Context: an optimization exercise on an open-source flow, tuned for small area. The choices shown serve that exercise and are no tape-out recipe.
Where RTL was checked, it was by simulation tests only, not by an equivalence proof against the original.
Power and IR drop assume default switching activity.

==> flow/design.v (excerpt) <==
module qcore (
  input              clk,
  input              RESET,       
  input      [15:0]  CMD,
  input      [31:0]  DIN,
  input              CMD_VALID,
  output             READY,
  output reg [31:0]  DOUT,
  output             FAULT,
  output     [3:0]   ERRCODE,
  output reg [15:0]  ERRCMD,
  output     [127:0] MOUT
);
Size: about 970 flip-flops, roughly 230 I/O pins, about 28000 um2 of cells after synthesis.
export LEC_CHECK = 0
export ABC_AREA = 1
export CAP_MARGIN = 0
export CORE_MARGIN = 2
export CORE_UTILIZATION = 60
export SETUP_SLACK_MARGIN = 0.5
export SLEW_MARGIN = 0
create_clock -name core_clock -period 19.0 [get_ports {clk}]
standard.sh (not shown) runs the stock make flow with config.mk's settings and CLKGATE_MAP_FILE= SYNTH_SCRIPT=/design/flow/synth_recipe.tcl, a recipe that flattens the netlist after the stock synthesis.
==> flow/flow/run.sh <==
#!/bin/bash
# The standard layout (standard.sh) with three changes to how the layout is made:
#  - ABC maps the logic with an area-oriented script (flow/abc_area.script, selected by
#    ABC_AREA=1) instead of one that buffers and upsizes; registers are untouched;
#  - the port buffers are the smallest buffer cell;
#  - the clock tree uses clkbuf_4 leaf clusters and no dummy loads.
set -euo pipefail
rm -rf ./scripts_local
cp -r "$FLOW_HOME/scripts" ./scripts_local
cp ./flow/abc_area.script ./scripts_local/abc_area.script
export SCRIPTS_DIR="$PWD/scripts_local"
export BUFFER_PORTS_ARGS="-buffer_cell sky130_fd_sc_hd__buf_1"
export CTS_ARGS="-sink_clustering_enable -repair_clock_nets -buf_list sky130_fd_sc_hd__clkbuf_4 -sink_clustering_size 12 -sink_clustering_max_diameter 30 -dont_use_dummy_load"
bash ./standard.sh > standard_flow.log 2>&1
==> flow/flow/abc_area.script <==
strash
dc2
dch -f
map -a
mfs2
strash
dc2
dch -f
map -a
mfs2
strash
dc2
dch -f
amap
topo
The first run completed with no timing, DRC or antenna violations.
Next try:
--- a/flow/flow/run.sh
+++ b/flow/flow/run.sh
@@ -11,4 +11,4 @@
 export SCRIPTS_DIR="$PWD/scripts_local"
 export BUFFER_PORTS_ARGS="-buffer_cell sky130_fd_sc_hd__buf_1"
-export CTS_ARGS="-sink_clustering_enable -repair_clock_nets -buf_list sky130_fd_sc_hd__clkbuf_4 -sink_clustering_size 12 -sink_clustering_max_diameter 30 -dont_use_dummy_load"
+export CTS_ARGS="-sink_clustering_enable -repair_clock_nets -buf_list sky130_fd_sc_hd__clkbuf_4 -sink_clustering_size 10 -sink_clustering_max_diameter 50 -dont_use_dummy_load"
 bash ./standard.sh > standard_flow.log 2>&1
==> flow/flow/abc_area.script (replaced) <==
strash
&get -n
&deepsyn -T 60
&put
dch -f
amap
topo
=> The changed run passed the timing, design-rule and antenna checks; via count is lower by roughly a tenth; critical path depth is lower by 2; clock-buffer cell count is lower by 8; fmax is lower slightly; final area is lower by a few percent; die area is lower by a few percent; setup slack got worse by 140 ps; power is lower by a few percent; flip-flop and latch count does not change.
Next try:
==> flow/run.sh (new file) <==
#!/bin/bash
# synth_recipe.tcl (not shown) runs the flow's synth.tcl, then flattens the netlist and writes it again
# the make line also repeats each setting of config.mk as NAME=value (left out here)
make -C /OpenROAD-flow-scripts/flow DESIGN_CONFIG=/design/flow/config.mk WORK_HOME=/design/flow/orfs CLKGATE_MAP_FILE= SYNTH_SCRIPT=/design/flow/synth_recipe.tcl finish
Settings changed: CTS_BUF_LIST from default to sky130_fd_sc_hd__clkbuf_4, CTS_CLUSTER_DIAMETER from default to 35, CTS_CLUSTER_SIZE from default to 10.
removed: flow/flow/run.sh
removed: flow/flow/abc_area.script
removed: flow/standard.sh
Outcome: Global-route usage is higher by 3.6 points; synthesized cell count is higher by a quarter to a third; power is higher by well over a third; clock-buffer cell count is higher by 46.

* * *

Setup of MS:
Another version of the RTL of qcore (not shown whole).
Size in the first run: roughly 2400 cells after synthesis, roughly 1000 flip-flops, ~230 I/O pins, ~0.032 mm2 of cells after synthesis.
clock: 19.0 ns
lec_check: 0
cap_margin: 20
core_margin: 2
core_utilization: 40
setup_slack_margin: 0.5
slew_margin: 20
run.sh (not shown) runs the stock make flow with config.mk's settings and CLKGATE_MAP_FILE= SYNTH_SCRIPT=/design/flow/synth_recipe.tcl, a recipe that flattens the netlist after the stock synthesis.
Stock flow here: none of the scripts above is used.
Here is what was changed in the inputs of JK compared with MS.
- swapping 40 for 60 in CORE_UTILIZATION
- putting CTS_BUF_LIST at sky130_fd_sc_hd__clkbuf_4 where nothing was set
==> flow/flow/run.sh (new file) <==
#!/bin/bash
set -euo pipefail
export BUFFER_PORTS_ARGS="-buffer_cell sky130_fd_sc_hd__buf_1"
bash ./standard.sh > standard_flow.log 2>&1
==> flow/standard.sh (new file) <==
#!/bin/bash
# synth_recipe.tcl (not shown) runs the flow's synth.tcl, then flattens the netlist and writes it again
# the make line also repeats each setting of config.mk as NAME=value (left out here)
make -C /OpenROAD-flow-scripts/flow DESIGN_CONFIG=/design/flow/config.mk WORK_HOME=/design/flow/orfs CLKGATE_MAP_FILE= SYNTH_SCRIPT=/design/flow/synth_recipe.tcl "${@:-finish}"
removed: flow/run.sh
==> run notes <==
JK finished end to end and its layout was clean on timing, DRC and antenna. Going from MS to JK, number of diodes rose 2; met2 track demand over resource rose 14 points. Higher design area was reported by MS, not JK. | clock group total power | JK vs MS | about 14% lower |. Wire length, JK and MS: larger value in MS. [JK] die height fell about 18% relative to MS. Final core area utilization in JK vs MS: up 20 points. Relative to MS, JK degrades slack of the critical path. Routed length per placed instance | JK below MS. The area of the die number comes out lower for JK vs MS.

* * *

## trial 73
qcore, a different RTL version from the one above (not shown whole).
Size: roughly 1,000 flip-flops, ~230 I/O pins.
==> flow/config.mk <==
export PLATFORM = sky130hd
export DESIGN_NAME = qcore
export DESIGN_NICKNAME = qcore
export VERILOG_FILES = /design/flow/design.v
export SDC_FILE = /design/flow/constraint.sdc
export NUM_CORES = 4
export LEC_CHECK = 0
export ABC_AREA = 1
export CAP_MARGIN = 20
export CORE_MARGIN = 2
export CORE_UTILIZATION = 60
export SETUP_SLACK_MARGIN = 0.5
export SLEW_MARGIN = 20
==> flow/constraint.sdc <==
create_clock -name core_clock -period 19.0 [get_ports {clk}]
set_input_delay 3.8000 -clock core_clock [delete_from_list [all_inputs] [get_ports {clk}]]
set_output_delay 3.8000 -clock core_clock [all_outputs]
set_load 0.01 [all_outputs]
standard.sh (not shown) runs the stock make flow with config.mk's settings and CLKGATE_MAP_FILE= SYNTH_SCRIPT=/design/flow/synth_recipe.tcl, a recipe that flattens the netlist after the stock synthesis.
==> flow/flow/run.sh <==
#!/bin/bash
# The standard layout (standard.sh) with three changes to how the layout is made:
#  - ABC maps the logic with an area-oriented script (flow/abc_area.script, selected by
#    ABC_AREA=1) instead of one that buffers and upsizes; registers are untouched;
#  - the port buffers are the smallest buffer cell;
#  - the clock tree uses clkbuf_4 leaf clusters and no dummy loads.
set -euo pipefail
rm -rf ./scripts_local
cp -r "$FLOW_HOME/scripts" ./scripts_local
cp ./flow/abc_area.script ./scripts_local/abc_area.script
export SCRIPTS_DIR="$PWD/scripts_local"
export BUFFER_PORTS_ARGS="-buffer_cell sky130_fd_sc_hd__buf_1"
export CTS_ARGS="-sink_clustering_enable -repair_clock_nets -buf_list sky130_fd_sc_hd__clkbuf_4 -sink_clustering_size 6 -sink_clustering_max_diameter 30 -dont_use_dummy_load"
bash ./standard.sh > standard_flow.log 2>&1
==> flow/flow/abc_area.script <==
strash
dch -f
map -a
mfs2
strash
dch -f
map -a
topo
The flow did not stop early for trial 73: all stages ran, and the layout cleared the timing, design-rule and antenna checks.
Setup changes, trial 73 to build 11
-- flow/flow/run.sh --
<<< trial 73, line 13
export CTS_ARGS="-sink_clustering_enable -repair_clock_nets -buf_list sky130_fd_sc_hd__clkbuf_4 -sink_clustering_size 6 -sink_clustering_max_diameter 30 -dont_use_dummy_load"
>>> build 11, line 13
export CTS_ARGS="-sink_clustering_enable -repair_clock_nets -buf_list sky130_fd_sc_hd__clkbuf_4 -sink_clustering_size 8 -sink_clustering_max_diameter 40 -dont_use_dummy_load"
--- outcome ---
- Summary of the comparison: first-iteration DRC count is lower in build 11, relative to trial 73.
- Looking at amount of wire on met3 after detailed routing, build 11 sits above trial 73.
- Every run in the comparison, build 11 and trial 73, completed the flow with a clean layout.
- Changes observed in build 11 relative to trial 73: post-route minimum period moved down; number of levels the H-tree was split into level.
- Sort build 11 and trial 73 by net switching share of the total power, descending, and trial 73 comes first.
- Compared with trial 73, build 11 shows a lower final cell count.
- STATUS cell area: build 11 wins against trial 73
- Across both runs, clock power was lower for build 11 than for trial 73.
- From trial 73 to build 11, post-detailed-route count of antenna-violating nets did not move at all.
No run of this note included a check of the RTL's function; only the layout flow was run.

* * *

Setup of build 83:
qcore with an RTL version that a note above also has.
For scale: roughly 1,900 cells after synthesis, roughly 970 flip-flops, about 230 I/O pins.
// qcore
module qcore (
  input              clk,
  input              RESET,       
  input      [15:0]  CMD,
  input      [31:0]  DIN,
  input              CMD_VALID,
  output             READY,
  output reg [31:0]  DOUT,
  output             FAULT,
  output     [3:0]   ERRCODE,
  output reg [15:0]  ERRCMD,
  output     [127:0] MOUT
);
  function [15:0] sat16(input [17:0] x);
    if (!x[17] && x[16:15] != 2'b00)     sat16 = 16'h7FFF;
    else if (x[17] && x[16:15] != 2'b11) sat16 = 16'h8000;
    else                                 sat16 = x[15:0];
  endfunction
  function [31:0] gate_entry(input [2:0] g, input r, input c);
    case (g)
      3'd0: gate_entry = (r != c) ? 32'h7FFF0000 : 32'h00000000;
      3'd1: gate_entry = (r != c) ? 32'h00000000 : (r ? 32'h80000000 : 32'h7FFF0000);
      3'd2: gate_entry = (r & c) ? 32'hA57E0000 : 32'h5A820000;
      3'd5: gate_entry = (r == c) ? 32'h00000000 : (r ? 32'h00007FFF : 32'h00008000);
      3'd6: gate_entry = (r == c) ? 32'h40004000 : 32'h4000C000;
      3'd7: gate_entry = (r == c) ? 32'h4000C000 : 32'h40004000;
      default: gate_entry = 32'h00000000;
    endcase
  endfunction
  reg [32*18-1:0] ring;
  reg [4:0]       ph;
  wire [31:0]     head = ring[31:0];
  reg [15*8-1:0]  scr;
  reg [2:0]       sph;
  wire [14:0]     sc0 = scr[14:0];
  reg [31:0] B0, B1;
  reg [17:0] ACC;
  reg        sticky, ssv;
  reg [2:0]  ecode;
  assign ERRCODE = {1'b0, ecode};
  assign FAULT   = |ecode;
  reg        busy;
  assign READY = ~busy;
  reg [4:0]  u;
  reg [3:0]  p;
  reg [2:0]  cnt;
  reg [14:0] mz0, mz1, mz2, mz3, mo0, mo1, mo2, mo3;
  assign MOUT = {1'b0, mz3, 1'b0, mo3, 1'b0, mz2, 1'b0, mo2,
                 1'b0, mz1, 1'b0, mo1, 1'b0, mz0, 1'b0, mo0};
  wire [3:0] opc = CMD[15:12];
  wire [3:0] f2  = CMD[11:8];
  wire [3:0] f1  = CMD[7:4];
  wire [3:0] f0  = CMD[3:0];
  wire gok = (f2 == 4'd0) || (f2 == 4'd1) || (f2 == 4'd2) ||
             (f2 == 4'd5) || (f2 == 4'd6) || (f2 == 4'd7);
  reg [2:0] dec;
  always @* begin
    dec = 3'd0;
    if (opc == 4'hF)
      dec = 3'd1;
    else if (((opc == 4'h0 || opc == 4'h1 || opc == 4'h4 || opc == 4'h8 || opc == 4'h9 ||
               opc == 4'hA || opc == 4'hB || opc == 4'hC || opc == 4'hD) && CMD[11:0] != 12'd0) ||
  ...
clock: 19.0 ns
lec_check: 0
abc_area: 1
cap_margin: 0
core_margin: 2
core_utilization: 60
setup_slack_margin: 0.5
slew_margin: 0
==> flow/flow/run.sh <==
#!/bin/bash
# The standard layout (standard.sh) with three changes to how the layout is made:
#  - ABC maps the logic with an area-oriented script (flow/abc_area.script, selected by
#    ABC_AREA=1) instead of one that buffers and upsizes; registers are untouched;
#  - the port buffers are the smallest buffer cell;
#  - the clock tree uses clkbuf_4 leaf clusters and no dummy loads.
set -euo pipefail
rm -rf ./scripts_local
cp -r "$FLOW_HOME/scripts" ./scripts_local
cp ./flow/abc_area.script ./scripts_local/abc_area.script
export SCRIPTS_DIR="$PWD/scripts_local"
export BUFFER_PORTS_ARGS="-buffer_cell sky130_fd_sc_hd__buf_1"
export CTS_ARGS="-sink_clustering_enable -buf_list sky130_fd_sc_hd__clkbuf_4 -sink_clustering_size 10 -sink_clustering_max_diameter 35 -dont_use_dummy_load"
bash ./standard.sh > standard_flow.log 2>&1
==> flow/flow/abc_area.script <==
strash
&get -n
&deepsyn -T 60
&put
dch -f
amap
topo
Build 83: no failed stages, no open violations at the end
[inputs] build 70 vs build 83
-- flow/flow/run.sh --
<<< build 83, line 12
export BUFFER_PORTS_ARGS="-buffer_cell sky130_fd_sc_hd__buf_1"
export CTS_ARGS="-sink_clustering_enable -buf_list sky130_fd_sc_hd__clkbuf_4 -sink_clustering_size 10 -sink_clustering_max_diameter 35 -dont_use_dummy_load"
bash ./standard.sh > standard_flow.log 2>&1
>>> build 70, line 12
export BUFFER_PORTS_ARGS="-buffer_cell sky130_fd_sc_hd__buf_1"
export CTS_ARGS="-sink_clustering_enable -repair_clock_nets -buf_list sky130_fd_sc_hd__clkbuf_4 -sink_clustering_size 10 -sink_clustering_max_diameter 35 -dont_use_dummy_load"
bash ./standard.sh > standard_flow.log 2>&1
==> flow/flow/abc_area.script <==
strash
dc2
dch -f
map -a
mfs2
strash
dc2
dch -f
map -a
mfs2
strash
dc2
dch -f
amap
topo
[summary]
Build 83 → build 70: overall overflow remaining after global route level, total power per unit cell area moved up.
Sequential share of layout area: lower on build 70
Total power after layout ends up lower on build 83.
Here is what was changed in the inputs of build 88 compared with build 70.
-- flow/flow/run.sh --
<<< build 70, line 12
export BUFFER_PORTS_ARGS="-buffer_cell sky130_fd_sc_hd__buf_1"
export CTS_ARGS="-sink_clustering_enable -repair_clock_nets -buf_list sky130_fd_sc_hd__clkbuf_4 -sink_clustering_size 10 -sink_clustering_max_diameter 35 -dont_use_dummy_load"
bash ./standard.sh > standard_flow.log 2>&1
>>> build 88, line 12
export BUFFER_PORTS_ARGS="-buffer_cell sky130_fd_sc_hd__buf_1"
export CTS_ARGS="-sink_clustering_enable -repair_clock_nets -buf_list sky130_fd_sc_hd__clkbuf_4 -sink_clustering_size 8 -sink_clustering_max_diameter 40 -dont_use_dummy_load"
bash ./standard.sh > standard_flow.log 2>&1
Build 88 has less setup slack than build 70.
Summary of build 88 over build 70: peak supply drop fell about 5%, global-route usage over all layers ~0 delta, depth of the worst register-to-register path essentially unchanged, final hold slack moved up.
Build 88 vs. build 70: proportion of power drawn by the clock network went up by 1.6 points.
Diff build 70 -> build 88: power density over the cells went up about 1.5%; clock latency of the later-clocked register in the worst-skew pair saw an increase; total power rose by 0.078 mW; via count now larger; utilization after layout grew by 0.39 points.
The following lists how build 1 was set up differently from build 88:
-- flow/flow/run.sh --
<<< build 88, line 12
export BUFFER_PORTS_ARGS="-buffer_cell sky130_fd_sc_hd__buf_1"
export CTS_ARGS="-sink_clustering_enable -repair_clock_nets -buf_list sky130_fd_sc_hd__clkbuf_4 -sink_clustering_size 8 -sink_clustering_max_diameter 40 -dont_use_dummy_load"
bash ./standard.sh > standard_flow.log 2>&1
>>> build 1, line 12
export BUFFER_PORTS_ARGS="-buffer_cell sky130_fd_sc_hd__buf_1"
export CTS_ARGS="-sink_clustering_enable -repair_clock_nets -buf_list sky130_fd_sc_hd__clkbuf_4 -sink_clustering_size 10 -sink_clustering_max_diameter 35 -dont_use_dummy_load"
bash ./standard.sh > standard_flow.log 2>&1
==> flow/flow/abc_area.script <==
strash
&get -n
&deepsyn -T 60
&put
dch -f
amap
topo
==> comparison <==
As of build 1, detailed-routed wire length on met3 had fallen by more than a quarter compared to build 88.
The final reports for build 1 and build 88 show final period demand of the worst path lower in the former.
Higher total number of cells along the worst setup path goes to build 88 over build 1.
[build 1 vs build 88] wire length of the first global-routing pass: lower in build 1

==> port drivers added, routing unchanged <==
The results above use ideal ports. As a check the final layouts listed here were re-extracted and re-timed, cells and wires unchanged. Step 1 (the two cells are an assumption about what drives the block):
set clk [get_ports {clk}]
set_driving_cell -lib_cell sky130_fd_sc_hd__clkbuf_16 $clk
set_driving_cell -lib_cell sky130_fd_sc_hd__buf_2 [delete_from_list [all_inputs] $clk]
Step 2, shift: input delay + t, output delay - t, t = (earliest + latest rising clock arrival at the registers) / 2. This alone moves slack from input paths to output paths. Slacks: ideal / step 1 / step 2; pairs: ideal / step 1.
run | shift t [ns] | setup WS [ns] | worst setup path at the end | clock arrival spread, ns | slew at the worst register clock pin (ns)
the first run of note 1 | 0.925 | 1.657 / 1.657 / 1.657 | register to register | 0.124 / 0.123 | 0.12 / 0.12
the second run of note 1 | 0.909 | 1.521 / 1.521 / 1.521 | register to register | 0.088 / 0.088 | 0.11 / 0.11
the third run of note 1 | 1.050 | 4.225 / 4.225 / 4.225 | register to register | 0.081 / 0.081 | 0.12 / 0.12
MS | 0.708 | 7.650 / 7.650 / 7.650 | register to register | 0.045 / 0.044 | 0.06 / 0.06
JK | 1.075 | 7.431 / 7.431 / 7.431 | register to register | 0.068 / 0.067 | 0.08 / 0.08
trial 73 | 1.017 | 1.737 / 1.737 / 1.737 | register to register | 0.094 / 0.094 | 0.09 / 0.09
build 11 | 0.988 | 1.957 / 1.957 / 1.957 | register to register | 0.081 / 0.080 | 0.10 / 0.10
build 83 | 0.885 | 1.640 / 1.640 / 1.640 | register to register | 0.129 / 0.129 | 0.11 / 0.11
build 70 | 0.900 | 1.664 / 1.664 / 1.664 | register to register | 0.119 / 0.120 | 0.11 / 0.11
build 88 | 1.008 | 1.621 / 1.621 / 1.621 | register to register | 0.107 / 0.107 | 0.09 / 0.09
build 1 | 0.909 | 1.771 / 1.771 / 1.771 | register to register | 0.100 / 0.100 | 0.11 / 0.11
After both steps every run listed still meets setup and hold.
